What follows belongs to an exercise in optimizing a design on an open flow for small area, a short achievable clock period and few clock cycles per item; a production flow would make more cautious choices.
Only simulation tests tie the RTL to the original design; equivalence was not proved.

===== design/flow/run.sh =====
#!/bin/bash
# synth_recipe.tcl (not shown) runs the flow's synth.tcl, then flattens the netlist and writes it again
# the make line also repeats each setting of config.mk as NAME=value (left out here)
make -C /OpenROAD-flow-scripts/flow DESIGN_CONFIG=/design/flow/config.mk WORK_HOME=/design/flow/orfs CLKGATE_MAP_FILE= SYNTH_SCRIPT=/design/flow/synth_recipe.tcl finish

===== design/flow/config.mk =====
export PLATFORM = sky130hd
export DESIGN_NAME = rs_dec
export DESIGN_NICKNAME = rs_dec
export VERILOG_FILES = /design/flow/design.v
export SDC_FILE = /design/flow/constraint.sdc
export NUM_CORES = 4
export LEC_CHECK = 0
export CAP_MARGIN = 20
export CORE_MARGIN = 2
export CORE_UTILIZATION = 40
export SLEW_MARGIN = 20

===== design/flow/constraint.sdc =====
create_clock -name core_clock -period 10.0 [get_ports {clk}]
set_input_delay 2.0000 -clock core_clock [delete_from_list [all_inputs] [get_ports {clk}]]
set_output_delay 2.0000 -clock core_clock [all_outputs]
set_load 0.01 [all_outputs]

===== design/flow/design.v =====
module rs_dec (
    input  wire       clk,
    input  wire       rst,           
    input  wire       in_valid,
    output wire       in_ready,
    input  wire [7:0] in_data,
    input  wire [7:0] in_n,          
    input  wire [3:0] in_t,          
    output reg        err_valid,
    output reg  [7:0] err_pos,
    output reg  [7:0] err_val,
    output reg        done,
    output reg  [7:0] bstat
);
    localparam TMAX = 15;
    localparam NSYN = 2 * TMAX;      
    function automatic [7:0] gf_mul(input [7:0] a, input [7:0] b);
        reg [14:0] p;
        integer k;
        begin
            p = 15'd0;
            for (k = 0; k < 8; k = k + 1)
                if (b[k]) p = p ^ ({7'd0, a} << k);
            for (k = 14; k >= 8; k = k - 1)
                if (p[k]) p = p ^ (15'h11d << (k - 8));
            gf_mul = p[7:0];
        end
    endfunction
    function automatic [7:0] gf_inv(input [7:0] a);
      case (a)
        8'h01: gf_inv = 8'h01;
        8'h02: gf_inv = 8'h8e;
        8'h03: gf_inv = 8'hf4;
        8'h04: gf_inv = 8'h47;
        8'h05: gf_inv = 8'ha7;
        8'h06: gf_inv = 8'h7a;
        8'h07: gf_inv = 8'hba;
        8'h08: gf_inv = 8'had;
        8'h09: gf_inv = 8'h9d;
        8'h0a: gf_inv = 8'hdd;
        8'h0b: gf_inv = 8'h98;
        8'h0c: gf_inv = 8'h3d;
        8'h0d: gf_inv = 8'haa;
        8'h0e: gf_inv = 8'h5d;
        8'h0f: gf_inv = 8'h96;
        8'h10: gf_inv = 8'hd8;
        8'h11: gf_inv = 8'h72;
        8'h12: gf_inv = 8'hc0;
        8'h13: gf_inv = 8'h58;
        8'h14: gf_inv = 8'he0;
        8'h15: gf_inv = 8'h3e;
        8'h16: gf_inv = 8'h4c;
        8'h17: gf_inv = 8'h66;
        8'h18: gf_inv = 8'h90;
        8'h19: gf_inv = 8'hde;
        8'h1a: gf_inv = 8'h55;
        8'h1b: gf_inv = 8'h80;
        8'h1c: gf_inv = 8'ha0;
        8'h1d: gf_inv = 8'h83;
        8'h1e: gf_inv = 8'h4b;
        8'h1f: gf_inv = 8'h2a;
        8'h20: gf_inv = 8'h6c;
        8'h21: gf_inv = 8'hed;
        8'h22: gf_inv = 8'h39;
        8'h23: gf_inv = 8'h51;
        8'h24: gf_inv = 8'h60;
        8'h25: gf_inv = 8'h56;
        8'h26: gf_inv = 8'h2c;
        8'h27: gf_inv = 8'h8a;
        8'h28: gf_inv = 8'h70;
        8'h29: gf_inv = 8'hd0;
        8'h2a: gf_inv = 8'h1f;
        8'h2b: gf_inv = 8'h4a;
        8'h2c: gf_inv = 8'h26;
        8'h2d: gf_inv = 8'h8b;
        8'h2e: gf_inv = 8'h33;
        8'h2f: gf_inv = 8'h6e;
        8'h30: gf_inv = 8'h48;
        8'h31: gf_inv = 8'h89;
        8'h32: gf_inv = 8'h6f;
        8'h33: gf_inv = 8'h2e;
        8'h34: gf_inv = 8'ha4;
        8'h35: gf_inv = 8'hc3;
        8'h36: gf_inv = 8'h40;
        8'h37: gf_inv = 8'h5e;
        8'h38: gf_inv = 8'h50;
        8'h39: gf_inv = 8'h22;
        8'h3a: gf_inv = 8'hcf;
        8'h3b: gf_inv = 8'ha9;
        8'h3c: gf_inv = 8'hab;
        8'h3d: gf_inv = 8'h0c;
        8'h3e: gf_inv = 8'h15;
        8'h3f: gf_inv = 8'he1;
        8'h40: gf_inv = 8'h36;
        8'h41: gf_inv = 8'h5f;
        8'h42: gf_inv = 8'hf8;
        8'h43: gf_inv = 8'hd5;
        8'h44: gf_inv = 8'h92;
        8'h45: gf_inv = 8'h4e;
        8'h46: gf_inv = 8'ha6;
        8'h47: gf_inv = 8'h04;
        8'h48: gf_inv = 8'h30;
        8'h49: gf_inv = 8'h88;
        8'h4a: gf_inv = 8'h2b;
        8'h4b: gf_inv = 8'h1e;
        8'h4c: gf_inv = 8'h16;
        8'h4d: gf_inv = 8'h67;
        8'h4e: gf_inv = 8'h45;
        8'h4f: gf_inv = 8'h93;
        8'h50: gf_inv = 8'h38;
        8'h51: gf_inv = 8'h23;
        8'h52: gf_inv = 8'h68;
        8'h53: gf_inv = 8'h8c;
        8'h54: gf_inv = 8'h81;
        8'h55: gf_inv = 8'h1a;
        8'h56: gf_inv = 8'h25;
        8'h57: gf_inv = 8'h61;
        8'h58: gf_inv = 8'h13;
        8'h59: gf_inv = 8'hc1;
        8'h5a: gf_inv = 8'hcb;
        8'h5b: gf_inv = 8'h63;
        8'h5c: gf_inv = 8'h97;
        8'h5d: gf_inv = 8'h0e;
        8'h5e: gf_inv = 8'h37;
        8'h5f: gf_inv = 8'h41;
        8'h60: gf_inv = 8'h24;
        8'h61: gf_inv = 8'h57;
        8'h62: gf_inv = 8'hca;
        8'h63: gf_inv = 8'h5b;
        8'h64: gf_inv = 8'hb9;
        8'h65: gf_inv = 8'hc4;
        8'h66: gf_inv = 8'h17;
        8'h67: gf_inv = 8'h4d;
        8'h68: gf_inv = 8'h52;
        8'h69: gf_inv = 8'h8d;
        8'h6a: gf_inv = 8'hef;
        8'h6b: gf_inv = 8'hb3;
        8'h6c: gf_inv = 8'h20;
        8'h6d: gf_inv = 8'hec;
        8'h6e: gf_inv = 8'h2f;
        8'h6f: gf_inv = 8'h32;
        8'h70: gf_inv = 8'h28;
        8'h71: gf_inv = 8'hd1;
        8'h72: gf_inv = 8'h11;
        8'h73: gf_inv = 8'hd9;
        8'h74: gf_inv = 8'he9;
        8'h75: gf_inv = 8'hfb;
        8'h76: gf_inv = 8'hda;
        8'h77: gf_inv = 8'h79;
        8'h78: gf_inv = 8'hdb;
        8'h79: gf_inv = 8'h77;
        8'h7a: gf_inv = 8'h06;
        8'h7b: gf_inv = 8'hbb;
        8'h7c: gf_inv = 8'h84;
        8'h7d: gf_inv = 8'hcd;
        8'h7e: gf_inv = 8'hfe;
        8'h7f: gf_inv = 8'hfc;
        8'h80: gf_inv = 8'h1b;
        8'h81: gf_inv = 8'h54;
        8'h82: gf_inv = 8'ha1;
        8'h83: gf_inv = 8'h1d;
        8'h84: gf_inv = 8'h7c;
        8'h85: gf_inv = 8'hcc;
        8'h86: gf_inv = 8'he4;
        8'h87: gf_inv = 8'hb0;
        8'h88: gf_inv = 8'h49;
        8'h89: gf_inv = 8'h31;
        8'h8a: gf_inv = 8'h27;
        8'h8b: gf_inv = 8'h2d;
        8'h8c: gf_inv = 8'h53;
        8'h8d: gf_inv = 8'h69;
        8'h8e: gf_inv = 8'h02;
        8'h8f: gf_inv = 8'hf5;
        8'h90: gf_inv = 8'h18;
        8'h91: gf_inv = 8'hdf;
        8'h92: gf_inv = 8'h44;
        8'h93: gf_inv = 8'h4f;
        8'h94: gf_inv = 8'h9b;
        8'h95: gf_inv = 8'hbc;
        8'h96: gf_inv = 8'h0f;
        8'h97: gf_inv = 8'h5c;
        8'h98: gf_inv = 8'h0b;
        8'h99: gf_inv = 8'hdc;
        8'h9a: gf_inv = 8'hbd;
        8'h9b: gf_inv = 8'h94;
        8'h9c: gf_inv = 8'hac;
        8'h9d: gf_inv = 8'h09;
        8'h9e: gf_inv = 8'hc7;
        8'h9f: gf_inv = 8'ha2;
        8'ha0: gf_inv = 8'h1c;
        8'ha1: gf_inv = 8'h82;
        8'ha2: gf_inv = 8'h9f;
        8'ha3: gf_inv = 8'hc6;
        8'ha4: gf_inv = 8'h34;
        8'ha5: gf_inv = 8'hc2;
        8'ha6: gf_inv = 8'h46;
        8'ha7: gf_inv = 8'h05;
        8'ha8: gf_inv = 8'hce;
        8'ha9: gf_inv = 8'h3b;
        8'haa: gf_inv = 8'h0d;
        8'hab: gf_inv = 8'h3c;
        8'hac: gf_inv = 8'h9c;
        8'had: gf_inv = 8'h08;
        8'hae: gf_inv = 8'hbe;
        8'haf: gf_inv = 8'hb7;
        8'hb0: gf_inv = 8'h87;
        8'hb1: gf_inv = 8'he5;
        8'hb2: gf_inv = 8'hee;
        8'hb3: gf_inv = 8'h6b;
        8'hb4: gf_inv = 8'heb;
        8'hb5: gf_inv = 8'hf2;
        8'hb6: gf_inv = 8'hbf;
        8'hb7: gf_inv = 8'haf;
        8'hb8: gf_inv = 8'hc5;
        8'hb9: gf_inv = 8'h64;
        8'hba: gf_inv = 8'h07;
        8'hbb: gf_inv = 8'h7b;
        8'hbc: gf_inv = 8'h95;
        8'hbd: gf_inv = 8'h9a;
        8'hbe: gf_inv = 8'hae;
        8'hbf: gf_inv = 8'hb6;
        8'hc0: gf_inv = 8'h12;
        8'hc1: gf_inv = 8'h59;
        8'hc2: gf_inv = 8'ha5;
        8'hc3: gf_inv = 8'h35;
        8'hc4: gf_inv = 8'h65;
        8'hc5: gf_inv = 8'hb8;
        8'hc6: gf_inv = 8'ha3;
        8'hc7: gf_inv = 8'h9e;
        8'hc8: gf_inv = 8'hd2;
        8'hc9: gf_inv = 8'hf7;
        8'hca: gf_inv = 8'h62;
        8'hcb: gf_inv = 8'h5a;
        8'hcc: gf_inv = 8'h85;
        8'hcd: gf_inv = 8'h7d;
        8'hce: gf_inv = 8'ha8;
        8'hcf: gf_inv = 8'h3a;
        8'hd0: gf_inv = 8'h29;
        8'hd1: gf_inv = 8'h71;
        8'hd2: gf_inv = 8'hc8;
        8'hd3: gf_inv = 8'hf6;
        8'hd4: gf_inv = 8'hf9;
        8'hd5: gf_inv = 8'h43;
        8'hd6: gf_inv = 8'hd7;
        8'hd7: gf_inv = 8'hd6;
        8'hd8: gf_inv = 8'h10;
        8'hd9: gf_inv = 8'h73;
        8'hda: gf_inv = 8'h76;
        8'hdb: gf_inv = 8'h78;
        8'hdc: gf_inv = 8'h99;
        8'hdd: gf_inv = 8'h0a;
        8'hde: gf_inv = 8'h19;
        8'hdf: gf_inv = 8'h91;
        8'he0: gf_inv = 8'h14;
        8'he1: gf_inv = 8'h3f;
        8'he2: gf_inv = 8'he6;
        8'he3: gf_inv = 8'hf0;
        8'he4: gf_inv = 8'h86;
        8'he5: gf_inv = 8'hb1;
        8'he6: gf_inv = 8'he2;
        8'he7: gf_inv = 8'hf1;
        8'he8: gf_inv = 8'hfa;
        8'he9: gf_inv = 8'h74;
        8'hea: gf_inv = 8'hf3;
        8'heb: gf_inv = 8'hb4;
        8'hec: gf_inv = 8'h6d;
        8'hed: gf_inv = 8'h21;
        8'hee: gf_inv = 8'hb2;
        8'hef: gf_inv = 8'h6a;
        8'hf0: gf_inv = 8'he3;
        8'hf1: gf_inv = 8'he7;
        8'hf2: gf_inv = 8'hb5;
        8'hf3: gf_inv = 8'hea;
        8'hf4: gf_inv = 8'h03;
        8'hf5: gf_inv = 8'h8f;
        8'hf6: gf_inv = 8'hd3;
        8'hf7: gf_inv = 8'hc9;
        8'hf8: gf_inv = 8'h42;
        8'hf9: gf_inv = 8'hd4;
        8'hfa: gf_inv = 8'he8;
        8'hfb: gf_inv = 8'h75;
        8'hfc: gf_inv = 8'h7f;
        8'hfd: gf_inv = 8'hff;
        8'hfe: gf_inv = 8'h7e;
        8'hff: gf_inv = 8'hfd;
        default: gf_inv = 8'h00;
      endcase
    endfunction
    function automatic [7:0] gf_apow(input integer e);
      case (e)
        0: gf_apow = 8'h01;
        1: gf_apow = 8'h02;
        2: gf_apow = 8'h04;
        3: gf_apow = 8'h08;
        4: gf_apow = 8'h10;
        5: gf_apow = 8'h20;
        6: gf_apow = 8'h40;
        7: gf_apow = 8'h80;
        8: gf_apow = 8'h1d;
        9: gf_apow = 8'h3a;
        10: gf_apow = 8'h74;
        11: gf_apow = 8'he8;
        12: gf_apow = 8'hcd;
        13: gf_apow = 8'h87;
        14: gf_apow = 8'h13;
        15: gf_apow = 8'h26;
        16: gf_apow = 8'h4c;
        17: gf_apow = 8'h98;
        18: gf_apow = 8'h2d;
        19: gf_apow = 8'h5a;
        20: gf_apow = 8'hb4;
        21: gf_apow = 8'h75;
        22: gf_apow = 8'hea;
        23: gf_apow = 8'hc9;
        24: gf_apow = 8'h8f;
        25: gf_apow = 8'h03;
        26: gf_apow = 8'h06;
        27: gf_apow = 8'h0c;
        28: gf_apow = 8'h18;
        29: gf_apow = 8'h30;
        30: gf_apow = 8'h60;
        31: gf_apow = 8'hc0;
        32: gf_apow = 8'h9d;
        33: gf_apow = 8'h27;
        34: gf_apow = 8'h4e;
        35: gf_apow = 8'h9c;
        36: gf_apow = 8'h25;
        37: gf_apow = 8'h4a;
        38: gf_apow = 8'h94;
        39: gf_apow = 8'h35;
        40: gf_apow = 8'h6a;
        41: gf_apow = 8'hd4;
        42: gf_apow = 8'hb5;
        43: gf_apow = 8'h77;
        44: gf_apow = 8'hee;
        45: gf_apow = 8'hc1;
        46: gf_apow = 8'h9f;
        47: gf_apow = 8'h23;
        48: gf_apow = 8'h46;
        49: gf_apow = 8'h8c;
        50: gf_apow = 8'h05;
        51: gf_apow = 8'h0a;
        52: gf_apow = 8'h14;
        53: gf_apow = 8'h28;
        54: gf_apow = 8'h50;
        55: gf_apow = 8'ha0;
        56: gf_apow = 8'h5d;
        57: gf_apow = 8'hba;
        58: gf_apow = 8'h69;
        59: gf_apow = 8'hd2;
        60: gf_apow = 8'hb9;
        61: gf_apow = 8'h6f;
        62: gf_apow = 8'hde;
        63: gf_apow = 8'ha1;
        64: gf_apow = 8'h5f;
        65: gf_apow = 8'hbe;
        66: gf_apow = 8'h61;
        67: gf_apow = 8'hc2;
        68: gf_apow = 8'h99;
        69: gf_apow = 8'h2f;
        70: gf_apow = 8'h5e;
        71: gf_apow = 8'hbc;
        72: gf_apow = 8'h65;
        73: gf_apow = 8'hca;
        74: gf_apow = 8'h89;
        75: gf_apow = 8'h0f;
        76: gf_apow = 8'h1e;
        77: gf_apow = 8'h3c;
        78: gf_apow = 8'h78;
        79: gf_apow = 8'hf0;
        80: gf_apow = 8'hfd;
        81: gf_apow = 8'he7;
        82: gf_apow = 8'hd3;
        83: gf_apow = 8'hbb;
        84: gf_apow = 8'h6b;
        85: gf_apow = 8'hd6;
        86: gf_apow = 8'hb1;
        87: gf_apow = 8'h7f;
        88: gf_apow = 8'hfe;
        89: gf_apow = 8'he1;
        90: gf_apow = 8'hdf;
        91: gf_apow = 8'ha3;
        92: gf_apow = 8'h5b;
        93: gf_apow = 8'hb6;
        94: gf_apow = 8'h71;
        95: gf_apow = 8'he2;
        96: gf_apow = 8'hd9;
        97: gf_apow = 8'haf;
        98: gf_apow = 8'h43;
        99: gf_apow = 8'h86;
        100: gf_apow = 8'h11;
        101: gf_apow = 8'h22;
        102: gf_apow = 8'h44;
        103: gf_apow = 8'h88;
        104: gf_apow = 8'h0d;
        105: gf_apow = 8'h1a;
        106: gf_apow = 8'h34;
        107: gf_apow = 8'h68;
        108: gf_apow = 8'hd0;
        109: gf_apow = 8'hbd;
        110: gf_apow = 8'h67;
        111: gf_apow = 8'hce;
        112: gf_apow = 8'h81;
        113: gf_apow = 8'h1f;
        114: gf_apow = 8'h3e;
        115: gf_apow = 8'h7c;
        116: gf_apow = 8'hf8;
        117: gf_apow = 8'hed;
        118: gf_apow = 8'hc7;
        119: gf_apow = 8'h93;
        120: gf_apow = 8'h3b;
        121: gf_apow = 8'h76;
        122: gf_apow = 8'hec;
        123: gf_apow = 8'hc5;
        124: gf_apow = 8'h97;
        125: gf_apow = 8'h33;
        126: gf_apow = 8'h66;
        127: gf_apow = 8'hcc;
        128: gf_apow = 8'h85;
        129: gf_apow = 8'h17;
        130: gf_apow = 8'h2e;
        131: gf_apow = 8'h5c;
        132: gf_apow = 8'hb8;
        133: gf_apow = 8'h6d;
        134: gf_apow = 8'hda;
        135: gf_apow = 8'ha9;
        136: gf_apow = 8'h4f;
        137: gf_apow = 8'h9e;
        138: gf_apow = 8'h21;
        139: gf_apow = 8'h42;
        140: gf_apow = 8'h84;
        141: gf_apow = 8'h15;
        142: gf_apow = 8'h2a;
        143: gf_apow = 8'h54;
        144: gf_apow = 8'ha8;
        145: gf_apow = 8'h4d;
        146: gf_apow = 8'h9a;
        147: gf_apow = 8'h29;
        148: gf_apow = 8'h52;
        149: gf_apow = 8'ha4;
        150: gf_apow = 8'h55;
        151: gf_apow = 8'haa;
        152: gf_apow = 8'h49;
        153: gf_apow = 8'h92;
        154: gf_apow = 8'h39;
        155: gf_apow = 8'h72;
        156: gf_apow = 8'he4;
        157: gf_apow = 8'hd5;
        158: gf_apow = 8'hb7;
        159: gf_apow = 8'h73;
        160: gf_apow = 8'he6;
        161: gf_apow = 8'hd1;
        162: gf_apow = 8'hbf;
        163: gf_apow = 8'h63;
        164: gf_apow = 8'hc6;
        165: gf_apow = 8'h91;
        166: gf_apow = 8'h3f;
        167: gf_apow = 8'h7e;
        168: gf_apow = 8'hfc;
        169: gf_apow = 8'he5;
        170: gf_apow = 8'hd7;
        171: gf_apow = 8'hb3;
        172: gf_apow = 8'h7b;
        173: gf_apow = 8'hf6;
        174: gf_apow = 8'hf1;
        175: gf_apow = 8'hff;
        176: gf_apow = 8'he3;
        177: gf_apow = 8'hdb;
        178: gf_apow = 8'hab;
        179: gf_apow = 8'h4b;
        180: gf_apow = 8'h96;
        181: gf_apow = 8'h31;
        182: gf_apow = 8'h62;
        183: gf_apow = 8'hc4;
        184: gf_apow = 8'h95;
        185: gf_apow = 8'h37;
        186: gf_apow = 8'h6e;
        187: gf_apow = 8'hdc;
        188: gf_apow = 8'ha5;
        189: gf_apow = 8'h57;
        190: gf_apow = 8'hae;
        191: gf_apow = 8'h41;
        192: gf_apow = 8'h82;
        193: gf_apow = 8'h19;
        194: gf_apow = 8'h32;
        195: gf_apow = 8'h64;
        196: gf_apow = 8'hc8;
        197: gf_apow = 8'h8d;
        198: gf_apow = 8'h07;
        199: gf_apow = 8'h0e;
        200: gf_apow = 8'h1c;
        201: gf_apow = 8'h38;
        202: gf_apow = 8'h70;
        203: gf_apow = 8'he0;
        204: gf_apow = 8'hdd;
        205: gf_apow = 8'ha7;
        206: gf_apow = 8'h53;
        207: gf_apow = 8'ha6;
        208: gf_apow = 8'h51;
        209: gf_apow = 8'ha2;
        210: gf_apow = 8'h59;
        211: gf_apow = 8'hb2;
        212: gf_apow = 8'h79;
        213: gf_apow = 8'hf2;
        214: gf_apow = 8'hf9;
        215: gf_apow = 8'hef;
        216: gf_apow = 8'hc3;
        217: gf_apow = 8'h9b;
        218: gf_apow = 8'h2b;
        219: gf_apow = 8'h56;
        220: gf_apow = 8'hac;
        221: gf_apow = 8'h45;
        222: gf_apow = 8'h8a;
        223: gf_apow = 8'h09;
        224: gf_apow = 8'h12;
        225: gf_apow = 8'h24;
        226: gf_apow = 8'h48;
        227: gf_apow = 8'h90;
        228: gf_apow = 8'h3d;
        229: gf_apow = 8'h7a;
        230: gf_apow = 8'hf4;
        231: gf_apow = 8'hf5;
        232: gf_apow = 8'hf7;
        233: gf_apow = 8'hf3;
        234: gf_apow = 8'hfb;
        235: gf_apow = 8'heb;
        236: gf_apow = 8'hcb;
        237: gf_apow = 8'h8b;
        238: gf_apow = 8'h0b;
        239: gf_apow = 8'h16;
        240: gf_apow = 8'h2c;
        241: gf_apow = 8'h58;
        242: gf_apow = 8'hb0;
        243: gf_apow = 8'h7d;
        244: gf_apow = 8'hfa;
        245: gf_apow = 8'he9;
        246: gf_apow = 8'hcf;
        247: gf_apow = 8'h83;
        248: gf_apow = 8'h1b;
        249: gf_apow = 8'h36;
        250: gf_apow = 8'h6c;
        251: gf_apow = 8'hd8;
        252: gf_apow = 8'had;
        253: gf_apow = 8'h47;
        254: gf_apow = 8'h8e;
        default: gf_apow = 8'h01;
      endcase
    endfunction
    localparam S_LOAD  = 3'd0;
    localparam S_CHECK = 3'd1;
    localparam S_BM    = 3'd2;
    localparam S_OMEGA = 3'd3;
    localparam S_CHIEN = 3'd4;
    localparam S_FIN   = 3'd5;
    reg [2:0] state;
    reg [7:0] n_reg;
    reg [3:0] t_reg;
    reg [7:0] cnt;                   
    reg [7:0] syn  [0:NSYN-1];       
    reg [7:0] wgt  [0:NSYN-1];       
    reg [7:0] lam  [0:TMAX];         
    reg [7:0] bsh  [0:TMAX];         
    reg [7:0] win  [0:TMAX];         
    reg [7:0] omg  [0:TMAX-1];       
    reg [7:0] cc   [0:TMAX];         
    reg [7:0] ww   [0:TMAX-1];       
    reg [4:0] len;                   
    reg [7:0] ginv;                  
    reg [4:0] nroot;
    reg       bad;
    integer i;
    assign in_ready = (state == S_LOAD);
    wire       take  = in_valid && in_ready;
    wire       first = (cnt == 8'd0);
    wire [7:0] n_cur = first ? in_n : n_reg;
    wire [4:0] twot  = {t_reg, 1'b0};
    reg syn_zero;
    always @(*) begin
        syn_zero = 1'b1;
        for (i = 0; i < NSYN; i = i + 1)
            if (i < twot && syn[i] != 8'd0) syn_zero = 1'b0;
    end
    reg [7:0] dsum;
    always @(*) begin
        dsum = 8'd0;
        for (i = 0; i <= TMAX; i = i + 1)
            dsum = dsum ^ gf_mul(lam[i], win[i]);
    end
    wire [7:0] fcoef = gf_mul(dsum, ginv);
    wire       grow  = (dsum != 8'd0) && ({len, 1'b0} <= {1'b0, cnt[4:0]});
    reg [7:0] csum, osum, wsum;
    always @(*) begin
        csum = 8'd0;
        osum = 8'd0;
        wsum = 8'd0;
        for (i = 0; i <= TMAX; i = i + 1) begin
            csum = csum ^ cc[i];
            if (i % 2 == 1) osum = osum ^ cc[i];
        end
        for (i = 0; i < TMAX; i = i + 1)
            wsum = wsum ^ ww[i];
    end
    wire       is_root = (csum == 8'd0);
    wire [7:0] evalue  = gf_mul(wsum, gf_inv(osum));
    always @(posedge clk) begin
        err_valid <= 1'b0;
        done      <= 1'b0;
        case (state)
        S_LOAD: if (take) begin
            for (i = 0; i < NSYN; i = i + 1) begin
                if (first) begin
                    syn[i] <= in_data;
                    wgt[i] <= gf_apow(i);
                end else begin
                    syn[i] <= syn[i] ^ gf_mul(in_data, wgt[i]);
                    wgt[i] <= gf_mul(wgt[i], gf_apow(i));
                end
            end
            if (first) begin
                n_reg <= in_n;
                t_reg <= in_t;
            end
            if (cnt == n_cur - 8'd1) begin
                cnt   <= 8'd0;
                state <= S_CHECK;
            end else begin
                cnt <= cnt + 8'd1;
            end
        end
        S_CHECK: begin
            for (i = 0; i <= TMAX; i = i + 1) begin
                lam[i] <= (i == 0) ? 8'd1 : 8'd0;
                bsh[i] <= (i == 1) ? 8'd1 : 8'd0;
                win[i] <= (i == 0) ? syn[0] : 8'd0;
            end
            len  <= 5'd0;
            ginv <= 8'd1;
            cnt  <= 8'd0;
            if (syn_zero) begin
                done  <= 1'b1;
                bstat <= 8'h01;
                state <= S_LOAD;
            end else begin
                state <= S_BM;
            end
        end
        S_BM: begin
            for (i = 0; i <= TMAX; i = i + 1)
                lam[i] <= lam[i] ^ gf_mul(fcoef, bsh[i]);
            bsh[0] <= 8'd0;
            for (i = 1; i <= TMAX; i = i + 1)
                bsh[i] <= grow ? lam[i-1] : bsh[i-1];
            if (grow) begin
                len  <= cnt[4:0] + 5'd1 - len;
                ginv <= gf_inv(dsum);
            end
            win[0] <= (cnt[4:0] + 5'd1 < NSYN) ? syn[cnt[4:0] + 5'd1] : 8'd0;
            for (i = 1; i <= TMAX; i = i + 1)
                win[i] <= win[i-1];
            if (cnt[4:0] == twot - 5'd1) begin
                cnt   <= 8'd0;
                state <= S_OMEGA;
                for (i = 0; i <= TMAX; i = i + 1)
                    win[i] <= (i == 0) ? syn[0] : 8'd0;
                for (i = 0; i < TMAX; i = i + 1)
                    omg[i] <= 8'd0;
            end else begin
                cnt <= cnt + 8'd1;
            end
        end
        S_OMEGA: begin
            if (len > {1'b0, t_reg}) begin
                done  <= 1'b1;
                bstat <= 8'h06;
                state <= S_LOAD;
            end else begin
                omg[cnt[3:0]] <= dsum;
                win[0] <= syn[cnt[4:0] + 5'd1];
                for (i = 1; i <= TMAX; i = i + 1)
                    win[i] <= win[i-1];
                if (cnt[3:0] == t_reg - 4'd1) begin
                    cnt   <= 8'd0;
                    state <= S_CHIEN;
                    for (i = 0; i <= TMAX; i = i + 1)
                        cc[i] <= lam[i];
                    for (i = 0; i < TMAX; i = i + 1)
                        ww[i] <= (i[3:0] == cnt[3:0]) ? dsum : omg[i];
                    nroot <= 5'd0;
                    bad   <= 1'b0;
                end else begin
                    cnt <= cnt + 8'd1;
                end
            end
        end
        S_CHIEN: begin
            for (i = 0; i <= TMAX; i = i + 1)
                cc[i] <= gf_mul(cc[i], gf_apow((255 - i) % 255));
            for (i = 0; i < TMAX; i = i + 1)
                ww[i] <= gf_mul(ww[i], gf_apow((255 - i) % 255));
            if (is_root) begin
                nroot     <= nroot + 5'd1;
                err_valid <= 1'b1;
                err_pos   <= cnt;
                err_val   <= evalue;
                if (osum == 8'd0 || evalue == 8'd0) bad <= 1'b1;
            end
            if (cnt == n_reg - 8'd1) begin
                cnt   <= 8'd0;
                state <= S_FIN;
            end else begin
                cnt <= cnt + 8'd1;
            end
        end
        S_FIN: begin
            done  <= 1'b1;
            bstat <= (bad || nroot != len) ? 8'h06 : {len, 3'b011};
            state <= S_LOAD;
        end
        default: state <= S_LOAD;
        endcase
        if (rst) begin
            state     <= S_LOAD;
            cnt       <= 8'd0;
            err_valid <= 1'b0;
            done      <= 1'b0;
        end
    end
endmodule

==> notes.md <==
critical-path cell list=nand2_1 -> xor2_1 -> xnor2_1 -> xnor2_1 -> xnor2_1 -> xnor2_1 -> xnor2_1 -> xnor3_1 -> xnor3_2 -> xor2_4 -> nor2_1 -> xnor3_2 -> xor2_1 -> xnor3_4 -> xor2_2 -> buf_4 -> mux2_2 -> a21oi_1 -> xnor3_1 -> xnor2_2 -> xnor2_2 -> xnor2_1 -> nor2_1; clk_skew=0.0875 ns; Die Span X=572 um; R2R depth=23; hold depth=2; largest net degree at the start of global routing=~180; Die Ht=around 570 um; Detailed Routing Iterations Pass 1=7; synth unique cells=87; Slew @ Worst Pin=between 1 and 1.5 ns; Setup crit end kind=flip-flop; Crit. Startpoint=win[12][7]; CTS sink cnt=approximately 1,300; RD Place Congestion=1.08; I/O pins=50; Syn Area/Cell=8.13 sq um; Worst Path Max Fanout=30; # port buffers=49; RSZ-0062 raised after global routing=no; Tcrit/Tclk final=0.905; Worst Path Required=about 11 ns; root buf cell=clkbuf_16; synth warn=8; TritonCTS clock tree=built; crit-path max cell delay=1.08 ns; most used cell, CP=xnor2_1; DRT iter0 DRCs=roughly 14,000; initial core utilization=0.402; Final Hold Viols=0; initial antenna violation count=22; PostCTS Resize Cnt=0; Post-Place Cell Area=0.132 sq mm; FFs w/ async S/R, synth=0; Setup Buffers After CTS=0; Synth area leaders=edfxtp_1 (29%), xnor2_1 (27%), nand2_1 (12%); Cells after Synth=about 16,000; # hold bufs at CTS=0; CP Class=reg -> reg; num rows=~210; routed via count=108,613; Max Cap Viol=0; flop2flop setup slack=roughly 0.95 ns; sequential element share of the synthesized area=0.293; Worst-path clk slew=0.06 ns; Netlist Area Pre-Place=0.129 sq mm; Slew headroom=0.134; fin. max-slew vios=0; Core Area=0.321 sq mm; Synth Net Count=15,927; # H-tree levels=4; Max clock buf depth=4; Most used DFF post-synth=edfxtp_1; layout cells sized above 1=0.0535; Crit Reg-Reg Endpoint=lam[2][2]; Post-DP HPWL=348,000 um; Worst-Skew Late Latency=around 0.90 ns; Post-Route WL=503,000 um; FF+latch count, synth=about 1,300; HP Class=reg -> reg; GR Util All Layers=0.299; first-pass GRT wire length=roughly 730,000 um; CP max stage cell=edfxtp_1; Fin Hold WS=around 0.53 ns; area growth from synthesis to layout=7.00%; fillers=31,848; die area=0.327 sq mm; Final ANT Viol Nets=0; cell taking the most area after synthesis=edfxtp_1; Finished Layout Cells=roughly 19,000; final instance area=0.138 sq mm; fmax=~110 MHz; detailed-route DRC error count=0; outcome=no timing/DRC/antenna violations; register area=roughly 0.038 sq mm; Final min period=9.05 ns; Worst Setup Start Kind=flip-flop; Most flops, register=syn; Setup Viol. Count Final=0; EDFF count, synth=around 1,200; footprint of the multi-input gates=0.0857 sq mm; CP arrival=9.62 ns; area fraction of the dominant cell type after synthesis=0.291; nets@finish=15,116; vias per inst=between 5 and 6; final setup TNS=0 ns; total global routing overflow=0; Hold EP=ww[0][3]; launching point of the worst reg2reg path=win[12][7]; vias in the first global route=101,374; Largest register FFs=240; Largest regs=syn: 240 flops, wgt: 232 flops, win: 128 flops; placed cell count=19,177; cts bufs inserted=between 150 and 200; routed length per placed instance=25.8 um; Worst Hold Launch=omg[0][3]
-- metrics by stage --
| step | utilization | setup WS (ns) |
|---|---|---|
| final | 0.430 | 0.946 |
| after global routing | 0.430 | 1.12 |
| after CTS | 0.430 | 1.29 |
| after detailed placement | 0.413 | 1.29 |
| after global placement | 0.413 | 1.34 |
| after floorplan | - | 1.37 |
-- logic make-up (layout without fill, tap and decap cells) --
kind of cell               Yosys count  in the layout  synth area share
adders and majority gates           50             50           0.00491
buffers and inverters             1440            753            0.0448
xor gates and xnor gates          5426           5426             0.382
other                                0              9                 0
muxes                              127            127            0.0130
and+or+nand+nor                   5731           5731             0.178
AOI/OAI and AO/OA                 1819           1819            0.0852
DFF                               1261           1261             0.293
-- synthesized netlist by cell type, types with 33 or more instances --
cell type and n:
a211oi_1 66, a21o_1 46, a21oi_1 665, a221oi_1 48
a22oi_1 117, a2bb2oi_1 43, and3_1 143, buf_1 254
buf_2 162, clkbuf_1 896, edfxtp_1 1248, ha_1 49
inv_1 84, mux2_2 68, mux2i_1 34, nand2_1 4284
nand2b_1 68, nand3_1 111, nor2_1 837, nor2b_1 53
nor3_1 55, nor4_1 73, o211ai_1 72, o21ai_0 505
o31ai_1 33, xnor2_1 4010, xnor2_2 60, xnor3_1 63
xor2_1 1264
-- final cells by class --
| cell class | count | share of cell area |
|---|---|---|
| multi-input combinational | 13153 | 0.622 |
| antenna | 9 | 0.000163 |
| timing repair buffer | 363 | 0.0239 |
| sequential | 1261 | 0.274 |
| tap | 4305 | 0.0391 |
| clock buffer | 205 | 0.0324 |
| clock inverter | 90 | 0.00646 |
| inverter | 95 | 0.00264 |
-- worst max-delay path: cells and delay by family, from the launching register on --
| family | cells | cell delay [ns] |
|---|---|---|
| AO/OA/AOI/OAI | 1 | 0.29 |
| buffers and inverters | 1 | 0.23 |
| multiplexers | 1 | 0.34 |
| AND/OR/NAND/NOR | 3 | 0.64 |
| XOR/XNOR | 17 | 6.00 |
| flip-flops | 1 | 1.08 |
-- worst max-delay path by stage --
stage,to,cells past startpoint
final,lam[2][2],23
after global routing,lam[2][2],23
after CTS,lam[7][5],24
after detailed placement,lam[7][5],24
after global placement,lam[7][5],24
after floorplan,t_reg[0],2
-- layout by cell type, fill, tap and decap left out, types with 110 or more instances in the layout --
master        n
a21oi_1     665
xor2_1     1255
xnor2_1    4004
clkbuf_16   172
nor2_1      832
a22oi_1     117
and3_1      142
nand2_1    4279
nand3_1     110
edfxtp_1   1248
o21ai_0     503
buf_4       281
-- metal layers --
metal / track usage / up-vias / wire (um)
li1: - / 49513 / -
met1: 0.411 / 52599 / 211000
met2: 0.456 / 5373 / 218000
met3: 0.0539 / 1116 / 46700
met4: 0.137 / 12 / 26800
met5: 0 / - / 83
Testbench counts, summed over its fixed seeds: cycles 70,553, blocks 384.

[static timing again, ports no longer ideal]
The flow's constraints put no driver on any port. The routed layout listed below was extracted and timed again, unchanged, in two steps.
Step 1 sets driving cells, clkbuf_16 on the clock port and buf_2 on the other inputs (assumed; they add their load-dependent delay and slew).
Step 2, shift: input delay + t, output delay - t, t = (earliest + latest rising clock arrival at the registers) / 2. This alone moves slack from input paths to output paths.
Slacks: no drivers / after step 1 / after step 2; pairs: no drivers / after step 1.
t (ns): 0.951
setup WS [ns]: 0.946 / 0.946 / 0.946
hold WS [ns]: 0.530 / 0.530 / 0.530
After both steps this run still meets setup and hold. For this run, drivers alone change the setup slack by 0.000 ns; drivers and shift together by 0.000 ns.
